What follows belongs to an exercise in optimizing a design on an open flow for small area, a short achievable clock period and few clock cycles per item; a production flow would make more cautious choices. Where RTL was checked, it was by simulation tests only, not by an equivalence proof against the original. No functional check of the RTL was part of run 1.

## config.mk

```make
export PLATFORM = sky130hd
export DESIGN_NAME = gf251_interp
export DESIGN_NICKNAME = gf251_interp
export VERILOG_FILES = /design/flow/design.v
export SDC_FILE = /design/flow/constraint.sdc
export NUM_CORES = 4
export LEC_CHECK = 0
export CAP_MARGIN = 20
export CORE_MARGIN = 2
export CORE_UTILIZATION = 55
export CTS_CLUSTER_DIAMETER = 80
export CTS_CLUSTER_SIZE = 24
export PLACE_DENSITY = 0.7
export SLEW_MARGIN = 20
```

## constraint.sdc

```tcl
create_clock -name core_clock -period 24.0 [get_ports {clk}]
set_input_delay 4.8000 -clock core_clock [delete_from_list [all_inputs] [get_ports {clk}]]
set_output_delay 4.8000 -clock core_clock [all_outputs]
set_load 0.01 [all_outputs]
```

## design.v

```verilog
module gf251_inv (
    input  wire [6:0] a,
    output wire [7:0] inv
);
    localparam [1023:0] TABLE = {
        64'h0000f95364b3c3e4,
        64'h87757684e3f01441,
        64'hc7594c563d2d9946,
        64'h2720a97b47922c22,
        64'h25f31bdd50356eae,
        64'hb06cbd037c961f5b,
        64'hc5b1a36da4adc481,
        64'h6368d3300fe87033,
        64'h04a66bcdea0de582,
        64'hb2ac5a8c40f62944,
        64'hebbf6a61d80631b6,
        64'h67da5f07d060d566,
        64'h519f1a095d1df188,
        64'h83c20c71b90ec0cc,
        64'h43123a1589e21c9d,
        64'h242ac93f547e0100
    };
    assign inv = TABLE[{a, 3'd0} +: 8];
endmodule
module gf251_mul (
    input  wire [8:0]  u,       
    input  wire [7:0]  c,       
    input  wire [9:0]  v,       
    output wire [11:0] s
);
    function integer wt(input integer w);
        integer n, t;
        begin
            t = 1;
            for (n = 0; n < w; n = n + 1) t = (2 * t) % 251;
            wt = t;
        end
    endfunction
    reg [11:0] acc;
    integer i, j;
    always @(*) begin
        acc = 12'd0;
        for (i = 0; i < 10; i = i + 1)
            acc = acc + (v[i] ? wt(i) : 0);
        for (i = 0; i < 9; i = i + 1)
            for (j = 0; j < 8; j = j + 1)
                acc = acc + ((u[i] & c[j]) ? wt(i + j) : 0);
    end
    assign s = acc;
endmodule
module gf251_interp (
    input  wire        clk,
    input  wire        rst,
    input  wire        start,
    input  wire [3:0]  k,
    input  wire [63:0] xs,      
    input  wire [63:0] ys,      
    output wire        ready,
    output wire        done,
    output wire [1:0]  err,     
    output wire [63:0] coef     
);
    localparam ST_IDLE = 2'd0;
    localparam ST_RUN  = 2'd1;
    localparam ST_DONE = 2'd2;
    reg [1:0] st;
    reg       rdy_r;
    reg       done_r;
    reg [7:0] x [0:7];
    reg [7:0] a [0:7];
    reg [1:0] err_r;
    reg [2:0] km1;           
    reg       r0v;
    reg       ph;            
    reg [2:0] p;             
    reg [2:0] xb;            
    reg [2:0] kl;            
    reg       r1v;
    reg       r1ph;
    reg [2:0] r1p;
    reg       r1neg;         
    reg [7:0] r1x;           
    reg       s1v;
    reg [2:0] s1d;
    reg [8:0] s1u;
    reg [7:0] s1c;
    reg [9:0] s1w;
    reg        s2v;
    reg [2:0]  s2d;
    reg [11:0] s2s;
    wire start_ok = start && rdy_r;
    wire ld       = (st != ST_RUN);      
    wire k_bad    = (k == 4'd0 || k > 4'd8);
    wire [4:0] sh  = {1'b0, s2s[11:8]};
    wire [9:0] q0  = {2'd0, s2s[7:0]} + {3'd0, sh, 2'd0} + {5'd0, sh};
    wire [9:0] q1  = q0 - 10'd251;
    wire [7:0] res = q1[9] ? q0[7:0] : q1[7:0];
    wire [2:0] p1  = p + 3'd1;
    wire [7:0] xh  = x[p1];
    wire [7:0] xl  = x[xb];
    wire [8:0] d1  = {1'b0, xh} - {1'b0, xl};           
    wire [8:0] d2  = {1'b0, xl} - {1'b0, xh};           
    wire [8:0] e1  = 9'd251 - d1;                       
    wire [8:0] e2  = 9'd251 - d2;
    wire       sgn = d1[8];                             
    wire [7:0] ab  = sgn ? d2[7:0] : d1[7:0];           
    wire       big = ab > 8'd125;
    wire [6:0] fold = !big ? ab[6:0] : (sgn ? e2[6:0] : e1[6:0]);
    wire       dz  = ph ? (xl == 8'd0) : (xh == xl);
    wire [7:0] rinv;
    gf251_inv u_inv (.a(r1x[6:0]), .inv(rinv));
    wire [7:0] c_base = r1ph ? r1x : rinv;
    wire [7:0] c_neg  = 8'd251 - c_base;
    wire [7:0] c_next = r1neg ? c_neg : c_base;
    wire [7:0] nc     = r1neg ? c_base : c_neg;
    wire [2:0] r1p1 = r1p + 3'd1;
    wire [7:0] alo = (s2v && s2d == r1p)  ? res : a[r1p];
    wire [7:0] ahi = (s2v && s2d == r1p1) ? res : a[r1p1];
    wire [8:0] u_next = {1'b0, ahi} + {1'b0, r1ph ? 8'd0 : ~alo};
    wire [9:0] w_next = r1ph ? {2'd0, alo} : {nc, 2'd0};
    wire [2:0] d_next = r1ph ? r1p : r1p1;
    wire hazard = s1v && (s1d == r1p || s1d == r1p1);
    wire adv1   = r1v && !hazard;             
    wire adv0   = r0v && (!r1v || adv1);      
    wire [11:0] ps;
    gf251_mul u_mul (.u(s1u), .c(s1c), .v(s1w), .s(ps));
    always @(posedge clk) begin
        if (rst) begin
            st  <= ST_IDLE;
            r0v <= 1'b0;
            r1v <= 1'b0;
            s1v <= 1'b0;
            s2v <= 1'b0;
        end else begin
            s2v <= s1v;
            s1v <= adv1;
            if (adv0) r1v <= 1'b1;
            else if (adv1) r1v <= 1'b0;
            if (ld) begin
                km1 <= k[2:0] - 3'd1;
                ph  <= 1'b0;
                p   <= k[2:0] - 3'd2;
                xb  <= k[2:0] - 3'd2;
                kl  <= k[2:0] - 3'd2;
            end else if (adv0) begin
                if (!ph) begin
                    if (xb != 3'd0) begin
                        p  <= p - 3'd1;
                        xb <= xb - 3'd1;
                    end else if (kl != 3'd0) begin
                        kl <= kl - 3'd1;
                        p  <= km1 - 3'd1;
                        xb <= kl - 3'd1;
                    end else begin
                        ph <= 1'b1;
                        p  <= km1 - 3'd1;
                        xb <= km1 - 3'd1;
                    end
                end else begin
                    if (p != km1 - 3'd1) begin
                        p <= p + 3'd1;
                    end else if (xb != 3'd0) begin
                        xb <= xb - 3'd1;
                        p  <= xb - 3'd1;
                    end else begin
                        r0v <= 1'b0;
                    end
                end
            end
            case (st)
                ST_RUN: if (!r0v && !r1v && !s1v) st <= ST_DONE;
                default: st <= ST_IDLE;
            endcase
            if (start_ok) begin
                if (k_bad) begin
                    st <= ST_DONE;
                end else begin
                    r0v <= (k != 4'd1);
                    st  <= ST_RUN;
                end
            end
        end
    end
    always @(posedge clk) begin
        if (rst) begin
            rdy_r  <= 1'b1;
            done_r <= 1'b0;
        end else begin
            rdy_r  <= start_ok ? k_bad : (st == ST_RUN ? (!r0v && !r1v && !s1v) : 1'b1);
            done_r <= start_ok ? k_bad : (st == ST_RUN && !r0v && !r1v && !s1v);
        end
    end
    integer n;
    always @(posedge clk) begin
        s2d <= s1d;
        s2s <= ps;
        if (adv0) begin
            r1ph  <= ph;
            r1p   <= p;
            r1neg <= ph | (sgn ^ big);
            r1x   <= ph ? xl : {1'b0, fold};
        end
        s1d <= d_next;
        s1u <= u_next;
        s1c <= c_next;
        s1w <= w_next;
        if (adv0 && dz) err_r <= 2'd2;
        for (n = 0; n < 8; n = n + 1)
            if (s2v && s2d == n[2:0]) a[n] <= res;
        if (ld) begin
            for (n = 0; n < 8; n = n + 1) begin
                x[n] <= xs[8*n +: 8];
                a[n] <= (n < k) ? ys[8*n +: 8] : 8'd0;
            end
            err_r <= k_bad ? 2'd1 : 2'd0;
        end
    end
    assign ready = rdy_r;
    assign done  = done_r;
    assign err   = err_r;
    assign coef  = {a[7], a[6], a[5], a[4], a[3], a[2], a[1], a[0]};
endmodule
```

## flow/run.sh

```bash
#!/bin/bash
# The standard layout (the standard.sh, unchanged), with one difference:
# the port buffers that global placement inserts are buf_1 cells instead of
# the delay buffers (clkdlybuf4s50_1) the resizer picks by default.
set -euo pipefail
export BUFFER_PORTS_ARGS="-buffer_cell sky130_fd_sc_hd__buf_1"
bash standard.sh > standard.log 2>&1
```

## standard.sh

```bash
#!/bin/bash
# synth_recipe.tcl (not shown) runs the flow's synth.tcl, then flattens the netlist and writes it again
# the make line also repeats each setting of config.mk as NAME=value (left out here)
make -C /OpenROAD-flow-scripts/flow DESIGN_CONFIG=/design/flow/config.mk WORK_HOME=/design/flow/orfs CLKGATE_MAP_FILE= SYNTH_SCRIPT=/design/flow/synth_recipe.tcl "${@:-finish}"
```

==> run summary, run 1 <==
The wire-length estimate of the detail-placed layout is 34,800 um. The tools report the launch instance of the worst register-to-register path as p[0]$_DFFE_PP_. Type of the tightest min-delay check: reg2reg.

The fraction of final layout cells sized beyond drive strength 1 works out to 0.0381. The post-CTS setup repair buffer count is 0, and the number of enable flip-flop cells after synthesis is 156. The library cells used most frequently in the layout, excluding fill and tap cells, are inv_1 (212), buf_1 (202), nand2_1 (159). The worst hold path terminates at s2d[0]$_DFF_P_. The run gives 0.0239 ns as the clock skew after layout. The endpoint identified for the worst register-to-register timing path is r1x[0]$_DFFE_PP_. The clock reaches the later pin of the worst-skew pair after 0.50 ns.

TritonCTS built the clock tree. Final hold analysis gives a worst-case slack of 0.375 ns. The run gives 0 as the total count of hold-check failures in the final report. The final period utilization is 0.255. The start-to-end type of the worst setup path is in2reg. For the post-synthesis cell type count, the log shows 77. Once detail routing completed, the nets flagged for antenna violations numbered 0. The height of the die was 180 um; the number of antenna violations at the first check in global routing was 0. In the routed design, unresolved DRC markers number 0.

The run gives 91 as the pin count of the biggest net entering global routing. The number of H-tree branching levels was 1. The element type at the critical path end is a flop. The floorplan has 64 rows. Count of boundary I/O pins: 203.

The floorplan step set the die width to 180 um. The area share of the leading cell type in the synthesized netlist is 0.275, and the post-CTS resize count is 0. The post-synth design cell area is 0.0171 sq mm.

Data arrives at the worst endpoint at 6.44 ns. The clock tree root buffer cell is clkbuf_16. The share of synthesized registers carrying an async set or reset was 0.

Setup slack on the critical path of the routed design comes to 17.89 ns. The number of nets handed over by synthesis was 2,092. Synthesis produced 1,741 cells.

The run gives 13,639 as the number of global-route vias before repair. In the final timing run, aggregate negative setup slack is 0 ns. Total wire length: 45,800 um. Max-cap violations in this run came to 0.

The worst setup path is launched from an input pin. Ranked by total cell area, the synthesized netlist is headed by edfxtp_1 (27%), fa_1 (13%), ha_1 (7.5%), dfxtp_1 (6.2%), inv_1 (4.7%). Once layout is complete, the cells apart from fillers number 2,284. The run gives 0.0306 sq mm as the area inside the core boundary.

For the overall via count from detail_route, the log shows 13,922. The routability congestion estimate from global placement is 0.926, and the transition time of the tightest slew-check pin is 1.05 ns.

Clock tree synthesis inserted a total of 14 buffers. For the count of TritonRoute iterations in the first routing pass, the log shows 8. The library cell used most frequently in the layout, excluding fill and tap cells, is inv_1. The starting density of the core is 0.558. The run gives 24.32 ns as the required time of the worst setup path. The fraction of the yosys area taken by sequential cells is 0.337. Along the worst hold path, the cell count comes to 0. The full die area was 0.0324 sq mm.

At the end of the flow, the number of nets in the layout was 2,231. The run gives 0 as the final number of setup-violating endpoints. The synthesized design spends more area on one cell type than any other, namely edfxtp_1. The mean instance size in the synthesized netlist was 9.80 sq um. After clock tree synthesis, the clock-pin slew on the worst setup and hold paths is 0.09 ns. Headroom to the max-slew limit: 0.292.

The shortest clock period the worst path allows after layout is 6.11 ns. The pre-CTS setup slack is 17.41 ns, and the count of placed standard cells including taps is 2,260. For this run, the number of Yosys warnings is 4. Relative to the synthesized area, the layout overhead comes to 8.52%. The setup check on the worst reg-to-reg path leaves a slack of 18.13 ns. Buffers placed on the I/O ports in this run total 202. For this design, the sink count on the clock tree is 209.

The flow ran to the end and the layout has no timing, DRC or antenna violations. The detailed router finished its first iteration with 1,606 violations. In the final routed layout, each cell accounts on average for 20.1 um. Largest driver fanout on the critical path: 10. Among all flip-flop cells after synthesis, the most frequent one is edfxtp_1. The all-layer global routing usage is 0.280. The number of synthesized register bits is 209, and the number of buffers added to fix hold violations after cts is 0.

The number of pins exceeding their max-slew limit in the final report was 0. Number of buffers on the longest clock path: 3. The global-route wire length before repair is 74,000 um, and the detailed-route vias per instance is 6.10.

Startpoint of the lowest-slack hold path: s1d[0]$_DFF_P_. After global routing the overflow that remains totals 0.

The highest attainable clock frequency is 164 MHz. The cell count of the worst reg-to-reg path is 16. The total inserted antenna cells is 0. Setup repair after global routing left no endpoint under its margin.
[how the worst max path moves through the flow]
stage | start | endpoint | slack [ns] | depth (start not counted)
floorplan | k[3] | a[5][4]$_DFFE_PP_ | 17.96 | 6
detailed placement | k[3] | a[6][4]$_DFFE_PP_ | 17.41 | 6
global placement | k[3] | a[6][5]$_DFFE_PP_ | 17.49 | 6
finish | k[3] | a[6][4]$_DFFE_PP_ | 17.89 | 6
CTS | k[3] | a[6][4]$_DFFE_PP_ | 17.92 | 6
global route | p[0]$_DFFE_PP_ | r1x[3]$_DFFE_PP_ | 17.71 | 16
[cells in the mapped netlist (16+ instances only)]
master	instances
edfxtp_1	156
clkbuf_1	67
a22o_1	26
nand2b_1	26
xor2_1	24
dfxtp_1	53
nor3_1	30
inv_1	212
xnor2_1	34
mux2_2	16
fa_1	114
nor2b_1	19
nand2_1	159
a21o_1	60
o21ai_0	78
ha_1	102
nor2_1	78
a22oi_1	18
and2_1	50
a222oi_1	31
nand3_1	22
a21oi_1	79
o21a_1	19
mux2i_1	31
o211ai_1	17
[per-layer routing]
metal / wire [um] / part of all wire / track usage
met5: 0 / 0 / 0
met4: 1140 / 0.025 / 0.0674
met3: 3650 / 0.080 / 0.0376
met2: 21200 / 0.46 / 0.458
met1: 19800 / 0.43 / 0.398
[per-stage QoR]
| step | util | cell area [sq um] |
|---|---|---|
| 2_1_floorplan | - | 17100 |
| 3_3_place_gp | 0.590 | 18000 |
| 3_5_place_dp | 0.590 | 18100 |
| 4_1_cts | 0.605 | 18500 |
| 5_1_grt | 0.605 | 18500 |
| 6_report | 0.605 | 18500 |
[critical path, cell delays in order]
cell     delay (ns)
buf_1          0.32
nor2_1         0.10
nor2_1         0.57
o21a_1         0.45
nand2_1        0.09
o21ai_0        0.09
[registers in the layout (all words and copies together) (netlist names), 8 cells and up]
name  cells
r1x       8
s2s      12
s1u       9
s1w      10
x        64
a        64
s1c       8
[final cells by class]
cell class                 count  area [sq um]
sequential                   209          5750
fill                        2661         12100
tap                          396           495
clock inverter                 5          70.1
clock buffer                  19           390
timing repair buffer         215           856
inverter                     213           800
multi-input combinational   1227         10200
[kinds of logic (layout without fill, tap and decap cells)]
group                    count (synthesis)  after routing  share of synthesized area
AO/OA/AOI/OAI                          446            446                      0.186
buffers and inverters                  305            452                     0.0691
multiplexers                            56             56                     0.0406
XOR/XNOR                                58             58                     0.0298
adder cells (fa/ha/maj)                216            216                      0.209
AND/OR/NAND/NOR                        451            451                      0.130
flip-flops                             209            209                      0.337
==> inputs of run 2 (changes only) <==
--- a/design.v
+++ b/design.v
@@ -67,2 +67,3 @@
     reg       rdy_r;
+    reg       fst;           
     reg       done_r;
@@ -97,4 +98,10 @@
     wire [7:0] res = q1[9] ? q0[7:0] : q1[7:0];
-    wire [2:0] p1  = p + 3'd1;
-    wire [7:0] xh  = x[p1];
+    wire [7:0] xup [0:7];
+    genvar g;
+    generate
+        for (g = 0; g < 8; g = g + 1) begin : g_xup
+            assign xup[g] = x[(g + 1) % 8];
+        end
+    endgenerate
+    wire [7:0] xh  = xup[p];
     wire [7:0] xl  = x[xb];
@@ -187,3 +194,5 @@
             done_r <= 1'b0;
+            fst    <= 1'b0;
         end else begin
+            fst    <= start_ok && !k_bad;
             rdy_r  <= start_ok ? k_bad : (st == ST_RUN ? (!r0v && !r1v && !s1v) : 1'b1);
@@ -207,4 +216,6 @@
         if (adv0 && dz) err_r <= 2'd2;
-        for (n = 0; n < 8; n = n + 1)
+        for (n = 0; n < 8; n = n + 1) begin
             if (s2v && s2d == n[2:0]) a[n] <= res;
+            if (fst && n[2:0] > km1) a[n] <= 8'd0;
+        end
         if (ld) begin
@@ -212,3 +223,3 @@
                 x[n] <= xs[8*n +: 8];
-                a[n] <= (n < k) ? ys[8*n +: 8] : 8'd0;
+                a[n] <= ys[8*n +: 8];
             end
--- a/config.mk
+++ b/config.mk
@@ -9,6 +9,6 @@
 export CORE_MARGIN = 2
-export CORE_UTILIZATION = 55
+export CORE_UTILIZATION = 50
 export CTS_CLUSTER_DIAMETER = 80
 export CTS_CLUSTER_SIZE = 24
-export PLACE_DENSITY = 0.7
+export PLACE_DENSITY = 0.65
 export SLEW_MARGIN = 20
==> run 2 against run 1 <==
Net effect:
- final cell count decreased by 0.70%
- worst hold slack improved by 0.0029 ns
- die area increased by 8.3%
- still clean
- non-clock buffer count up 10
- wire length grew 0.49%
==> run summary, run 2 <==
STA classifies the critical path endpoint as an output port. TritonCTS built the clock tree.

For the number of buffers inserted during clock tree synthesis, the log shows 15 (+1). In this run the clock root is driven by a clkbuf_16. For the number of antenna violations at the first check in global routing, the log shows 1 (+1). The all-layer global routing usage came out at 0.262 (-0.0181). The run gives 0 (unchanged) as the final number of setup-violating endpoints. In this run the critical register-to-register path is captured at s2s[11]$_DFF_P_. The fraction of final layout cells sized beyond drive strength 1 was 0.0632 (+0.0251). The run gives 0 (unchanged) as the total inserted antenna cells. The cell depth of the worst min-delay path was 0 (unchanged); the critical path arrival was 1.20 ns (-5.24 ns). The cell count of the worst reg-to-reg path came out at 22 (+6). The count of buffering cells on the critical path with inverters included is 1 (unchanged). The tools report the area inside the core boundary as 0.0334 sq mm (+9.1%). The run gives 73,300 um (-0.86%) as the global-route wire length before repair.

The number of H-tree branching levels is 1 (unchanged). Source of the critical timing path: a[4][4]$_DFFE_PP_. By instance count, the leading cell after synthesis is inv_1. The tools report the number of buffers added to fix hold violations after cts as 0 (unchanged). Start-to-end type of the worst setup path: reg2out. The largest stage delay on the critical path is 0.53 ns (-0.04 ns). Max-capacitance violation count: 0 (unchanged).

The antenna violation net count after detailed routing is 0 (unchanged). Top cell type by total area after synthesis: edfxtp_1. The area share of the leading cell type in the synthesized netlist works out to 0.278 (+0.00376). The sum of negative setup slack is 0 ns (unchanged), and the post-synth design cell area is 0.0168 sq mm (-1.3%).

The tools report the area of the multi-input gates as 0.00989 sq mm (-2.6%). The flip-flop cell with the highest count after synthesis was edfxtp_1. Setup repair after global routing left no endpoint under its margin.

The run gives 19.20 ns (-5.12 ns) as the required time of the worst setup path. On the critical path, the stage with the largest delay is an instance of edfxtp_1. The transition time of the tightest slew-check pin is 1.12 ns (+0.0680 ns), and the final cell count without fillers is 2,268 (-0.70%). The run gives 2,241 (-0.84%) as the count of placed standard cells including taps. The footprint of the flip-flops and latches came out at 0.00577 sq mm (+0.35%). The largest driver fanout on the critical path is 3 (-7), and the count of TritonRoute iterations in the first routing pass is 8 (unchanged). The post-synthesis net count is 2,018 (-3.5%), and the highest attainable clock frequency is 167 MHz (+1.9%).

Height of the die: 187 um (+4.1%). Post-CTS setup repair buffer count: 0 (unchanged). The critical path goes through buf_1. The tools report the total of fill cells in the finished design as 3,051 (+15%).

The fraction of the yosys area taken by sequential cells was 0.343 (+0.00580); the detail-routed net length per standard cell was 20.3 um (+1.2%). The tools report the number of global-route vias before repair as 13,487 (-1.1%). The starting DRC count in detailed routing was 1,358 (-15%); the relative area change from synthesis to final layout was 9.50%. The row count was 67 (+4.7%); the total overflow reported by the global router was 0 (unchanged).

The final period utilization was 0.250 (-0.00477). The shortest clock period the worst path allows after layout came out at 6.00 ns (-0.114 ns).

The headroom to the max-slew limit was 0.247 (-0.0448). The sum of net half-perimeters after detailed placement is 35,500 um (+2.0%). The width of the die was 187 um (+4.1%); the overall via count from detail_route was 13,422 (-3.6%). The tools report the launch instance of the worst register-to-register path as s1c[7]$_DFF_P_. The kind of start point of the critical path is a flop. The number of synthesized register bits is 210 (+0.48%). The number of buffer cells added on primary ports came out at 202 (unchanged). The flow ran to the end and the layout has no timing, DRC or antenna violations.

The cell depth of the worst setup path is 1 (-5). The type of the tightest min-delay check was reg2reg. The number of enable flip-flop cells after synthesis was 156 (unchanged). The post-synthesis cell type count is 81 (+5.2%). On the critical path the largest part of the delay comes from flip-flops. The routability congestion estimate from global placement is 0.907 (-2.1%). The number of buffers on the longest clock path came out at 3 (unchanged). For the clock network latency to the later pin of the worst-skew pair, the log shows 0.51 ns (about the same). The total wire length is 46,000 um (+0.49%).

Leaving out fill and tap cells, the most frequent cell in the layout is inv_1. The top cell types in the final layout, fill and taps aside, are inv_1 (206), buf_1 (202), edfxtp_1 (156). End point of the critical path: coef[36]. The run gives 82 (-9.9%) as the pin count of the biggest net entering global routing.

The share of synthesized registers carrying an async set or reset works out to 0 (unchanged). The logs give 1,665 (-4.4%) for the count of mapped cells out of synthesis and 0.0351 sq mm (+8.3%) for the full die area. The clock skew after layout is 0.0437 ns (+0.0197 ns), and the number of pins exceeding their max-slew limit in the final report is 0 (unchanged).

After synthesis, the cell types taking the most area are edfxtp_1 (28%), fa_1 (13%), ha_1 (7.8%), dfxtp_1 (6.4%), inv_1 (4.6%). The run gives 0.504 (-0.0533) as the starting density of the core. For the count of warnings emitted by yosys, the log shows 4 (unchanged). The run gives 0 (unchanged) as the DRC violation count after routing.

The total count of hold-check failures in the final report was 0 (unchanged); the mean instance size in the synthesized netlist was 10.1 sq um (+3.2%). Sorting the synthesized cells by how often they occur yields inv_1 (206), edfxtp_1 (156), fa_1 (113), nand2_1 (110), ha_1 (105).

CTS clock-pin slew for the worst setup and hold paths: 0.09 ns (about the same). Post-CTS resize count: 0 (unchanged). The logs give 2,164 (-3.0%) for the final net count and 203 (unchanged) for the count of boundary I/O pins. The largest registers in the layout are a (64), x (64), s2s (12). The detailed-route vias per instance is 5.92 (-2.9%). The clock sink total came out at 210 (+0.48%).
==> run 2: changes by cell type in the layout (fill, tap and decap cells not counted), sizes merged, moves of 13 or more <==
| cell | change |
|---|---|
| nand2 | -50 |
| a21o | -47 |
| a22o | +33 |
| a21oi | +24 |
| o21ai | -19 |
| mux2i | -18 |
| mux2 | +16 |
| a22oi | +14 |
| a221oi | +13 |
==> run 2: worst min-delay path by stage <==
| stage | start | to |
|---|---|---|
| after floorplan | s1d[0]$_DFF_P_ | s2d[0]$_DFF_P_ |
| after global placement | s1d[0]$_DFF_P_ | s2d[0]$_DFF_P_ |
| after detailed placement | s1d[0]$_DFF_P_ | s2d[0]$_DFF_P_ |
| after CTS | s1d[0]$_DFF_P_ | s2d[0]$_DFF_P_ |
| after global routing | s1d[0]$_DFF_P_ | s2d[0]$_DFF_P_ |
| final | s1d[0]$_DFF_P_ | s2d[0]$_DFF_P_ |
==> run 2: routing by layer <==
metal	part of all wire	wire length [um]	global-route usage	vias up
met2	0.48	21900	0.434	575
met1	0.42	19300	0.357	6530
met5	0.00028	13	0	-
met4	0.034	1560	0.0921	2
met3	0.070	3230	0.0319	103
li1	-	-	-	6212
==> run 2: layout make-up <==
cell class                      count  area share
Clock buffer                       18      0.0223
Multi-Input combinational cell   1150       0.537
Inverter                          209      0.0426
Timing Repair Buffer              225      0.0505
Clock inverter                      8     0.00468
Sequential cell                   210       0.313
Tap cell                          448      0.0304
==> run 2: through the flow <==
step	setup slack [ns]	util	area [sq um]	hold slack, ns
floorplan	18.03	-	16800	0.349
global placement	17.75	0.537	17900	0.355
global route	17.80	0.552	18400	0.385
detailed placement	17.66	0.537	17900	0.357
CTS	18.02	0.552	18400	0.377
finish	18.00	0.552	18400	0.378
==> run 2: cells by family (layout without fill, tap and decap cells) <==
| logic type | after synthesis | after routing | synth area share |
|---|---|---|---|
| flip-flops | 210 | 210 | 0.343 |
| XOR/XNOR | 65 | 65 | 0.0347 |
| multiplexers | 57 | 57 | 0.0454 |
| AND/OR/NAND/NOR | 368 | 368 | 0.107 |
| buffers and inverters | 305 | 460 | 0.0708 |
| AO/OA/AOI/OAI | 442 | 442 | 0.187 |
| adder cells (fa/ha/maj) | 218 | 218 | 0.212 |
Testbench counts of run 2, summed over its fixed seeds: cycles 13,554, items 384.
==> inputs of run 3 (changes only) <==
--- a/config.mk
+++ b/config.mk
@@ -9,6 +9,6 @@
 export CORE_MARGIN = 2
-export CORE_UTILIZATION = 50
+export CORE_UTILIZATION = 55
 export CTS_CLUSTER_DIAMETER = 80
 export CTS_CLUSTER_SIZE = 24
-export PLACE_DENSITY = 0.65
+export PLACE_DENSITY = 0.7
 export SLEW_MARGIN = 20
==> run 3 against run 2 <==
Net effect:
- still clean
- wire length is 2.2% lower
- fmax hardly changed
- critical path depth stayed put
- flip-flop and latch count stayed put
- non-clock buffer count is 1 higher
- final area is 0.26% lower
- first-iteration DRC count is 0.52% lower
- critical path type unchanged
- critical endpoint unchanged
- largest cell class unchanged
==> run summary, run 3 <==
The min-delay analysis places its worst path in the category reg2reg. TritonCTS built the clock tree. The detail-routed net length per standard cell is 20.3 um (about the same), and the all-layer global routing usage is 0.281 (+0.0191). The largest stage delay on the critical path came out at 0.53 ns (about the same).

Number of antenna violations at the first check in global routing: 0 (-1). Top cell type by total area after synthesis: edfxtp_1. The shortest clock period the worst path allows after layout was 6.00 ns (-0.00220 ns). The slowest library cell on the worst path was edfxtp_1. The mean instance size in the synthesized netlist was 10.1 sq um (unchanged). For the number of global-route vias before repair, the log shows 13,348 (-1.0%).

The max-capacitance violation count is 0 (unchanged). For the clock sink total, the log shows 210 (unchanged). Startpoint of the lowest-slack hold path: s1d[0]$_DFF_P_. In the layout the commonest cells are inv_1 (206), buf_1 (202), edfxtp_1 (156). Total wire length: 45,000 um (-2.2%). The flow ran to the end and the layout has no timing, DRC or antenna violations. The total overflow reported by the global router is 0 (unchanged).

The count of buffering cells on the critical path with inverters included was 1 (unchanged); the required time of the worst setup path was 19.20 ns (about the same). The detailed-route vias per instance was 6.15 (+3.9%); the number of pins exceeding their max-slew limit in the final report was 0 (unchanged). Clock tree synthesis selected as its root buffer the cell clkbuf_16. The fraction of final layout cells sized beyond drive strength 1 was 0.0632 (about the same); the area inside the core boundary was 0.0303 sq mm (-9.0%). STA classifies the critical path endpoint as an output port.

The cell count of the worst reg-to-reg path was 22 (unchanged); the final net count was 2,165 (+0.046%). The height of the die is 179 um (-4.6%). The end-of-flow core utilization was 0.606 (+0.0533); the starting density of the core was 0.555 (+0.0501).

Relative to the synthesized area, the layout overhead comes to 9.21%. The tools report the count of placed standard cells including taps as 2,191 (-2.2%). Routability congestion estimate from global placement: 0.943 (+4.0%).

The signal on the critical path passes through buf_1. The tools report the number of H-tree branching levels as 1 (unchanged). The overall via count from detail_route is 13,632 (+1.6%). The antenna violation net count after detailed routing was 0 (unchanged); the clock skew after layout was 0.0405 ns (-0.00313 ns). The number of buffer cells added on primary ports came out at 202 (unchanged).

The largest registers in the layout are a (64), x (64), s2s (12). The cell with the most instances after synthesis is inv_1. The area share of the leading cell type in the synthesized netlist is 0.278 (unchanged).

Setup repair after global routing left no endpoint under its margin. The transition time of the tightest slew-check pin came out at 1.15 ns (+0.0284 ns). For the highest attainable clock frequency, the log shows 167 MHz (about the same). Post-synth design cell area: 0.0168 sq mm (unchanged).

The post-synthesis net count was 2,018 (unchanged). The run gives 3 (unchanged) as the number of buffers on the longest clock path.

The final period utilization is 0.250 (about the same), and the global-route wire length before repair is 70,300 um (-4.1%). The row count was 64 (-4.5%); the sum of net half-perimeters after detailed placement was 34,500 um (-2.7%). Category of cells accounting for the largest share of critical-path delay: flip-flops. The largest driver fanout on the critical path is 3 (unchanged), and the count of TritonRoute iterations in the first routing pass is 6 (-2). The cell depth of the worst min-delay path came out at 0 (unchanged). The CTS clock-pin slew for the worst setup and hold paths came out at 0.10 ns (about the same). The post-CTS resize count came out at 0 (unchanged). The startpoint identified for the worst register-to-register timing path is s1c[7]$_DFF_P_. The leading cell type in the layout, fill and taps excluded was inv_1. Number of synthesized register bits: 210 (unchanged).

Flip-flop cell with the highest count after synthesis: edfxtp_1. The critical path arrival is 1.20 ns (about the same). The logs give 0 (unchanged) for the final number of setup-violating endpoints and 1,665 (unchanged) for the count of mapped cells out of synthesis. The width of the die is 179 um (-4.6%).

For hold timing, the worst endpoint is s2d[0]$_DFF_P_. For the total of fill cells in the finished design, the log shows 2,611 (-14%). Post-CTS setup repair buffer count: 0 (unchanged). For the DRC violation count after routing, the log shows 0 (unchanged).

The number of buffers inserted during clock tree synthesis is 15 (unchanged), and the number of buffers added to fix hold violations after cts is 0 (unchanged). The worst register-to-register path ends at s2s[11]$_DFF_P_. The clock network latency to the later pin of the worst-skew pair was 0.51 ns (about the same). After synthesis, the cell types taking the most area are edfxtp_1 (28%), fa_1 (13%), ha_1 (7.8%), dfxtp_1 (6.4%), inv_1 (4.6%). Counting instances in the post-synthesis netlist gives the leading cell types as inv_1 (206), edfxtp_1 (156), fa_1 (113), nand2_1 (110), ha_1 (105). The number of enable flip-flop cells after synthesis was 156 (unchanged). The share of synthesized registers carrying an async set or reset came out at 0 (unchanged). The logs give 0.0184 sq mm (-0.26%) for the finished layout cell area and 0.0320 sq mm (-8.9%) for the full die area. The logs give 4 (unchanged) for the count of warnings emitted by yosys and 203 (unchanged) for the count of boundary I/O pins.

Starting DRC count in detailed routing: 1,351 (-0.52%). The headroom to the max-slew limit was 0.233 (-0.0144). The total count of hold-check failures in the final report was 0 (unchanged); the sum of negative setup slack was 0 ns (unchanged). For the post-placement cell area, the log shows 0.0179 sq mm (-0.21%). The start-to-end type of the worst setup path was reg2out.

The fraction of the yosys area taken by sequential cells is 0.343 (unchanged). The logs give 82 (unchanged) for the pin count of the biggest net entering global routing and 81 (unchanged) for the post-synthesis cell type count. Final cell count without fillers: 2,218 (-2.2%). STA classifies the critical path startpoint as a flop.
## run 3: per-layer routing
layer	part of all wire	vias up	track usage
met4	0.030	0	0.0840
met3	0.071	103	0.0305
met5	0	-	0
met1	0.41	6678	0.385
li1	-	6221	-
met2	0.49	630	0.472
## run 3: layout make-up
class | instances | area [sq um] | share of cell area
multi-input cells | 1150 | 9900 | 0.539
inverters | 209 | 785 | 0.0427
diodes | 1 | 2.50 | 0.000136
repair buffers | 226 | 938 | 0.0511
clock inverters | 7 | 95.1 | 0.00517
flip-flops and latches | 210 | 5770 | 0.314
well taps | 396 | 495 | 0.0270
clock buffers | 19 | 400 | 0.0218
## run 3: cells by family (layout without fill, tap and decap cells)
| group | after synthesis | count (layout) | synth area share |
|---|---|---|---|
| AO/OA/AOI/OAI | 442 | 442 | 0.187 |
| multiplexers | 57 | 57 | 0.0454 |
| XOR/XNOR | 65 | 65 | 0.0347 |
| AND/OR/NAND/NOR | 368 | 368 | 0.107 |
| flip-flops | 210 | 210 | 0.343 |
| buffers and inverters | 305 | 461 | 0.0708 |
| adder cells (fa/ha/maj) | 218 | 218 | 0.212 |
| other | 0 | 1 | 0 |
## run 3: worst max path at each step
stage,from,end,slack (ns),cells after the start
floorplan,k[1],r0v$_SDFF_PP0_,18.03,7
global placement,k[0],r0v$_SDFF_PP0_,17.75,8
detailed placement,k[0],r0v$_SDFF_PP0_,17.67,8
CTS,a[4][4]$_DFFE_PP_,coef[36],18.02,1
global route,s1c[7]$_DFF_P_,s2s[11]$_DFF_P_,17.86,22
finish,a[4][4]$_DFFE_PP_,coef[36],18.00,1
## run 3: metrics by stage
stage          hold slack, ns  worst slack [ns]
2_1_floorplan           0.349             18.03
3_5_place_dp            0.366             17.67
6_report                0.374             18.00
3_3_place_gp            0.360             17.75
5_1_grt                 0.391             17.86
4_1_cts                 0.378             18.02
==> inputs of run 4 (changes only) <==
--- a/config.mk
+++ b/config.mk
@@ -10,4 +10,4 @@
 export CORE_UTILIZATION = 55
-export CTS_CLUSTER_DIAMETER = 80
-export CTS_CLUSTER_SIZE = 24
+export CTS_CLUSTER_DIAMETER = 90
+export CTS_CLUSTER_SIZE = 28
 export PLACE_DENSITY = 0.7
==> run 4 against run 3 <==
Net effect:
- still clean on timing, DRC and antenna
- flip-flop and latch count is the same
- first-iteration DRC count fell by 1.1%
- final area fell by 0.52%
- highest routed layer unchanged
==> run summary, run 4 <==
The run gives 0.0303 sq mm (unchanged) as the area inside the core boundary. Final net count: 2,162 (-0.14%). Setup repair after global routing left no endpoint under its margin.

The logs give 0 (unchanged) for the post-CTS setup repair buffer count and 0.343 (unchanged) for the fraction of the yosys area taken by sequential cells. The number of buffer cells added on primary ports is 202 (unchanged). Sorting the synthesized cells by area gives the leading types as edfxtp_1 (28%), fa_1 (13%), ha_1 (7.8%), dfxtp_1 (6.4%), inv_1 (4.6%). By instance count, the leading cell after synthesis is inv_1. For the total overflow reported by the global router, the log shows 0 (unchanged). The setup path with the least slack is of type reg2out. The run gives 0.602 (-0.00318) as the end-of-flow core utilization.

The run gives 17.67 ns (unchanged) as the pre-CTS setup slack. The tools report the finished layout cell area as 0.0183 sq mm (-0.52%). The area share of the leading cell type in the synthesized netlist was 0.278 (unchanged); the total count of hold-check failures in the final report was 0 (unchanged). The tools report the pin count of the biggest net entering global routing as 82 (unchanged). The full die area was 0.0320 sq mm (unchanged); the count of placed standard cells including taps was 2,191 (unchanged).

The final number of setup-violating endpoints was 0 (unchanged); the share of synthesized registers carrying an async set or reset was 0 (unchanged). For the post-CTS resize count, the log shows 0 (unchanged). The run finished with no timing, DRC or antenna violations.

The sum of net half-perimeters after detailed placement was 34,500 um (unchanged); the largest stage delay on the critical path was 0.53 ns (about the same). The detail-routed net length per standard cell is 20.3 um (+0.22%). By count the netlist is led by inv_1 (206), edfxtp_1 (156), fa_1 (113), nand2_1 (110), ha_1 (105). The slowest library cell on the worst path is edfxtp_1. The tools report the starting DRC count in detailed routing as 1,336 (-1.1%). The final cell count without fillers came out at 2,212 (-0.27%). The source of the critical timing path was a[4][4]$_DFFE_PP_.

The routability congestion estimate from global placement came out at 0.943 (unchanged). The tightest min-delay check is of the reg2reg type. For the post-synthesis net count, the log shows 2,018 (unchanged).

The leading cell type in the layout, fill and taps excluded is inv_1. The row count was 64 (unchanged); the count of buffering cells on the critical path with inverters included was 1 (unchanged). The count of TritonRoute iterations in the first routing pass was 7 (+1); the total wire length was 45,000 um (about the same). Leaving out fill and tap cells, the most frequent cells in the layout are inv_1 (206), buf_1 (202), edfxtp_1 (156). The mean instance size in the synthesized netlist works out to 10.1 sq um (unchanged). The post-synthesis cell type count was 81 (unchanged); the DRC violation count after routing was 0 (unchanged).

edfxtp_1 takes more of the synthesized area than any other cell. The clock sink total is 210 (unchanged). The total of fill cells in the finished design is 2,619 (+0.31%), and the number of buffers on the longest clock path is 3 (unchanged). The run gives 0 (unchanged) as the number of buffers added to fix hold violations after cts. The width of the die was 179 um (unchanged). The detailed-route vias per instance was 6.14 (about the same).

Relative area change from synthesis to final layout: 8.64%. For the all-layer global routing usage, the log shows 0.279 (-0.00179). The height of the die works out to 179 um (unchanged). The run gives 0.251 (+0.0181) as the headroom to the max-slew limit. The transition time of the tightest slew-check pin works out to 1.12 ns (-0.0338 ns). The tools report the element type at the critical path end as an output port. For the number of buffers inserted during clock tree synthesis, the log shows 12 (-3).

The starting density of the core is 0.555 (unchanged). STA classifies the critical path startpoint as a flop. The worst setup slack after layout came out at 18.00 ns (+0.00130 ns). Category of cells accounting for the largest share of critical-path delay: flip-flops.

The tools report the sum of negative setup slack as 0 ns (unchanged). The flip-flop cell with the highest count after synthesis is edfxtp_1. For the number of global-route vias before repair, the log shows 13,317 (-0.23%). The number of pins exceeding their max-slew limit in the final report was 0 (unchanged); the number of synthesized register bits was 210 (unchanged).

The run gives 167 MHz (about the same) as the highest attainable clock frequency. The tools report the count of warnings emitted by yosys as 4 (unchanged). TritonCTS built the clock tree. The largest registers in the layout are a (64), x (64), s2s (12). The clock tree root buffer cell was clkbuf_16.

The critical path goes through buf_1. The max-capacitance violation count was 0 (unchanged); the required time of the worst setup path was 19.20 ns (about the same). Fraction of final layout cells sized beyond drive strength 1: 0.0606 (-0.00255). The number of antenna violations at the first check in global routing was 0 (unchanged). The overall via count from detail_route is 13,589 (-0.32%). The logs give 1,665 (unchanged) for the count of mapped cells out of synthesis and 1 (unchanged) for the number of H-tree branching levels. The shortest clock period the worst path allows after layout was 6.00 ns (-0.00130 ns); the antenna violation net count after detailed routing was 0 (unchanged). The number of enable flip-flop cells after synthesis works out to 156 (unchanged). The startpoint identified for the worst hold timing path is s1d[0]$_DFF_P_.

The post-placement cell area was 0.0179 sq mm (unchanged); the CTS clock-pin slew for the worst setup and hold paths was 0.10 ns (about the same). The post-synth design cell area is 0.0168 sq mm (unchanged), and the critical path arrival is 1.20 ns (about the same). Final period utilization: 0.250 (about the same).

The run gives 0.49 ns (-0.02 ns) as the clock network latency to the later pin of the worst-skew pair. The count of boundary I/O pins is 203 (unchanged). The startpoint identified for the worst register-to-register timing path is s1c[7]$_DFF_P_.

Largest driver fanout on the critical path: 3 (unchanged). The global-route wire length before repair is 70,000 um (-0.53%). The clock skew after layout is 0.0291 ns (-0.0114 ns).
==> run 4: cell counts after synthesis <==
Identical to the previous run, type by type.
==> run 4: per-stage QoR <==
| stage | hold slack [ns] |
|---|---|
| after floorplan | 0.349 |
| after global placement | 0.360 |
| after detailed placement | 0.366 |
| after CTS | 0.378 |
| after global routing | 0.391 |
| final | 0.375 |
==> run 4: per-layer routing <==
metal  routed length (um)  GRT usage
met1                18500      0.381
met2                22000      0.469
met3                 3160     0.0322
met4                 1330     0.0840
met5                    0          0
==> run 4: final timing paths <==
path / end / slack (ns) / cells past startpoint
worst max register to register: s2s[11]$_DFF_P_ / 18.18 / 22
worst max-delay path: coef[36] / 18.00 / 1
worst min-delay path: s2d[0]$_DFF_P_ / 0.37 / 0
worst min register to register: s2d[0]$_DFF_P_ / 0.37 / 0
==> run 4: kinds of logic (layout without fill, tap and decap cells) <==
kind of cell	count (synthesis)	after routing	synth area share
other	0	1	0
AOI/OAI and AO/OA	442	442	0.187
DFF	210	210	0.343
muxes	57	57	0.0454
buffers and inverters	305	455	0.0708
and+or+nand+nor	368	368	0.107
adders and majority gates	218	218	0.212
xor gates and xnor gates	65	65	0.0347
==> run 4: layout make-up <==
type                       count  area, sq um  share of cell area
antenna                        1         2.50            0.000137
clock buffer                  15          333              0.0182
clock inverter                 5         66.3             0.00363
inverter                     209          785              0.0429
multi-input combinational   1150         9900               0.541
sequential                   210         5770               0.315
tap                          396          495              0.0271
timing repair buffer         226          938              0.0513
==> inputs of run 5 (changes only) <==
--- a/config.mk
+++ b/config.mk
@@ -10,4 +10,4 @@
 export CORE_UTILIZATION = 55
-export CTS_CLUSTER_DIAMETER = 90
-export CTS_CLUSTER_SIZE = 28
+export CTS_CLUSTER_DIAMETER = 100
+export CTS_CLUSTER_SIZE = 32
 export PLACE_DENSITY = 0.7
==> run 5 against run 4 <==
Net effect:
- still clean on timing, DRC and antenna
- die area unchanged
- critical path depth unchanged
- fmax increased by 0.40%
- global-route usage decreased by 0.078 points
- clock-buffer cell count down 1
- synthesized cell count is the same
- first-iteration DRC count fell by 4.3%
- largest cell class unchanged
==> run summary, run 5 <==
The post-CTS resize count was 0 (unchanged); the relative area change from synthesis to final layout was 8.22%. The kind of start point of the critical path is a flop. The number of buffers added to fix hold violations after cts came out at 0 (unchanged).

Routability congestion estimate from global placement: 0.943 (unchanged). For the post-CTS setup repair buffer count, the log shows 0 (unchanged). After synthesis, the cell types taking the most area are edfxtp_1 (28%), fa_1 (13%), ha_1 (7.8%), dfxtp_1 (6.4%), inv_1 (4.6%). The critical path goes through buf_1. Worst setup slack after layout: 18.03 ns (+0.0240 ns).

Main combinational cell family by area after synthesis: adder cells. The count of warnings emitted by yosys was 4 (unchanged). The number of buffers inserted during clock tree synthesis is 11 (-1). The post-synthesis net count was 2,018 (unchanged); the cell depth of the worst min-delay path was 0 (unchanged). The CTS clock-pin slew for the worst setup and hold paths came out at 0.12 ns (+0.02 ns). The tools report the number of buffers on the longest clock path as 3 (unchanged).

The tools report the full die area as 0.0320 sq mm (unchanged). Fraction of final layout cells sized beyond drive strength 1: 0.0585 (-0.00211). Count of mapped cells out of synthesis: 1,665 (unchanged). The width of the die came out at 179 um (unchanged).

In this run the critical register-to-register path is captured at s2s[11]$_DFF_P_. Setup repair after global routing left no endpoint under its margin. The commonest cells after synthesis are inv_1 (206), edfxtp_1 (156), fa_1 (113), nand2_1 (110), ha_1 (105).

The run gives 0.279 (-0.000782) as the all-layer global routing usage. The row count was 64 (unchanged); the detail-routed net length per standard cell was 20.2 um (-0.57%). In this run the most used layer during global routing was met2. The number of buffer cells added on primary ports was 202 (unchanged). TritonCTS built the clock tree.

The element type at the critical path end was an output port. The headroom to the max-slew limit came out at 0.264 (+0.0131). The area share of the leading cell type in the synthesized netlist is 0.278 (unchanged), and the mean instance size in the synthesized netlist is 10.1 sq um (unchanged).

The critical path arrival is 1.17 ns (-0.03 ns). edfxtp_1 takes more of the synthesized area than any other cell. Cell with the most instances after synthesis: inv_1. The post-synthesis cell type count is 81 (unchanged). The compound-cell area share of the yosys netlist was 0.187 (unchanged); the detailed-route vias per instance was 6.13 (-0.15%). The type of the tightest min-delay check was reg2reg. The logs give 69,800 um (-0.26%) for the global-route wire length before repair and 1 (unchanged) for the number of H-tree branching levels. For this run, the leading register cell type out of synthesis is edfxtp_1.

The shortest clock period the worst path allows after layout works out to 5.97 ns (-0.0240 ns). The number of enable flip-flop cells after synthesis came out at 156 (unchanged). The largest registers in the layout are a (64), x (64), s2s (12). The clock skew after layout came out at 0.0271 ns (-0.00206 ns).

Final number of setup-violating endpoints: 0 (unchanged). The top cell types in the final layout, fill and taps aside, are inv_1 (206), buf_1 (202), edfxtp_1 (156). Cell count of the worst reg-to-reg path: 22 (unchanged). The number of synthesized register bits is 210 (unchanged), and the count of TritonRoute iterations in the first routing pass is 6 (-1). The global routing met2 resource utilization was 0.466 (-0.00304). Sink of the worst hold path: s2d[0]$_DFF_P_.

The starting density of the core is 0.555 (unchanged). Pin count of the biggest net entering global routing: 82 (unchanged). Highest attainable clock frequency: 167 MHz (+0.40%). For the global-route met3 utilization, the log shows 0.0291 (-0.00318). For the sum of negative setup slack, the log shows 0 ns (unchanged).

The run gives 44,700 um (-0.66%) as the total wire length. The area inside the core boundary was 0.0303 sq mm (unchanged). The post-synth design cell area is 0.0168 sq mm (unchanged).

The clock network latency to the later pin of the worst-skew pair was 0.48 ns (about the same); the area share of and/or/nand/nor cells after synthesis was 0.107 (unchanged). The DRC violation count after routing was 0 (unchanged); the overall via count from detail_route was 13,556 (-0.24%). The fraction of the mapped netlist area in adder cells was 0.212 (unchanged); the total overflow reported by the global router was 0 (unchanged). Height of the die: 179 um (unchanged). Clock sink total: 210 (unchanged).

The antenna violation net count after detailed routing came out at 0 (unchanged). Among all stages on the critical path, the largest delay is contributed by edfxtp_1. The run gives 0 (unchanged) as the max-capacitance violation count. The root buffer cell chosen for the clock tree is clkbuf_16. Starting DRC count in detailed routing: 1,278 (-4.3%). The fraction of synthesized cell area in xor and xnor cells came out at 0.0347 (unchanged). In this run the most critical hold path is launched from s1d[0]$_DFF_P_. The worst setup path is of the reg2out kind.

The run gives 0.343 (unchanged) as the fraction of the yosys area taken by sequential cells. The number of global-route vias before repair was 13,337 (+0.15%). Leaving out fill and tap cells, the most frequent cell in the layout is inv_1. The flow ran to the end and the layout has no timing, DRC or antenna violations.

Final net count: 2,161 (-0.046%). The share of synthesized registers carrying an async set or reset came out at 0 (unchanged). Count of buffering cells on the critical path with inverters included: 1 (unchanged). The total count of hold-check failures in the final report was 0 (unchanged); the required time of the worst setup path was 19.20 ns (about the same).

The sum of net half-perimeters after detailed placement was 34,500 um (unchanged); the transition time of the tightest slew-check pin was 1.10 ns (-0.0130 ns). The multiplexer area fraction after synthesis was 0.0454 (unchanged). The routing usage on met1 came out at 0.381 (about the same).

The number of pins exceeding their max-slew limit in the final report is 0 (unchanged), and the largest stage delay on the critical path is 0.53 ns (about the same). The number of antenna violations at the first check in global routing came out at 0 (unchanged). The cell depth of the worst setup path is 1 (unchanged).

The category of cells accounting for the largest share of critical-path delay is flip-flops. The count of boundary I/O pins was 203 (unchanged); the final period utilization was 0.249 (-0.00100). Pre-CTS setup slack: 17.67 ns (unchanged). The worst register-to-register path begins at s1c[7]$_DFF_P_. The largest driver fanout on the critical path was 3 (unchanged).
## run 5: cell counts after synthesis
Identical to the previous run, type by type.
## run 5: worst max path at each step
stage	startpoint	end	slack, ns
after floorplan	k[1]	r0v$_SDFF_PP0_	18.03
after detailed placement	k[0]	r0v$_SDFF_PP0_	17.67
final	a[4][4]$_DFFE_PP_	coef[36]	18.03
after CTS	a[3][4]$_DFFE_PP_	coef[28]	18.03
after global routing	s1c[7]$_DFF_P_	s2s[11]$_DFF_P_	17.87
after global placement	k[0]	r0v$_SDFF_PP0_	17.75
## run 5: cell type report
| class | instances | area, sq um |
|---|---|---|
| clock buffer | 14 | 287 |
| timing repair buffer | 226 | 938 |
| fill | 2631 | 12100 |
| multi-input combinational | 1150 | 9900 |
| sequential | 210 | 5770 |
| clock inverter | 3 | 40.0 |
| tap | 396 | 495 |
| inverter | 209 | 785 |
| antenna | 2 | 5.00 |
## run 5: metrics by stage
step | util | instance area (sq um) | hold slack, ns | instances
2_1_floorplan | - | 16800 | 0.349 | 1665
5_1_grt | 0.600 | 18200 | 0.394 | 2208
4_1_cts | 0.600 | 18200 | 0.381 | 2208
3_3_place_gp | 0.589 | 17900 | 0.360 | 2191
6_report | 0.600 | 18200 | 0.380 | 2210
3_5_place_dp | 0.589 | 17900 | 0.366 | 2191
## run 5: routing by layer
layer  up-vias  part of all wire
li1       6194                 -
met1      6642              0.41
met2       624              0.49
met3        96             0.071
met4         0             0.033
met5         -                 0
## run 5: cells by family (layout without fill, tap and decap cells)
group | Yosys count | after routing
AO/OA/AOI/OAI | 442 | 442
AND/OR/NAND/NOR | 368 | 368
buffers and inverters | 305 | 452
adder cells (fa/ha/maj) | 218 | 218
flip-flops | 210 | 210
XOR/XNOR | 65 | 65
multiplexers | 57 | 57
other | 0 | 2

==> afterwards: timing with drivers on the ports <==
The results above use ideal ports. As a check the final layouts listed here were re-extracted and re-timed, cells and wires unchanged. Step 1 (the two cells are an assumption about what drives the block):
set clk [get_ports {clk}]
set_driving_cell -lib_cell sky130_fd_sc_hd__clkbuf_16 $clk
set_driving_cell -lib_cell sky130_fd_sc_hd__buf_2 [delete_from_list [all_inputs] $clk]
Step 2 moves the port delays by t, midway between the first and last clock arrival at a register: inputs arrive t later, outputs are due t later. That takes back most of the time a late clock gives input paths. a / b / c = ideal ports / drivers / drivers and shift; a / b = the first two.
run	t (ns)	setup WS [ns]	worst data-port slew with drivers (ns)
run 1	0.536	17.887 / 17.899 / 17.363	0.05
run 2	0.548	18.001 / 17.945 / 17.662	0.07
run 3	0.543	18.003 / 17.950 / 17.683	0.08
run 4	0.532	18.005 / 17.952 / 17.684	0.08
run 5	0.521	18.029 / 17.976 / 17.686	0.09
After both steps setup and hold are still met in every run listed. The setup slack of run 1, which loses most, moves by +0.012 ns with the drivers and by -0.524 ns with both steps.
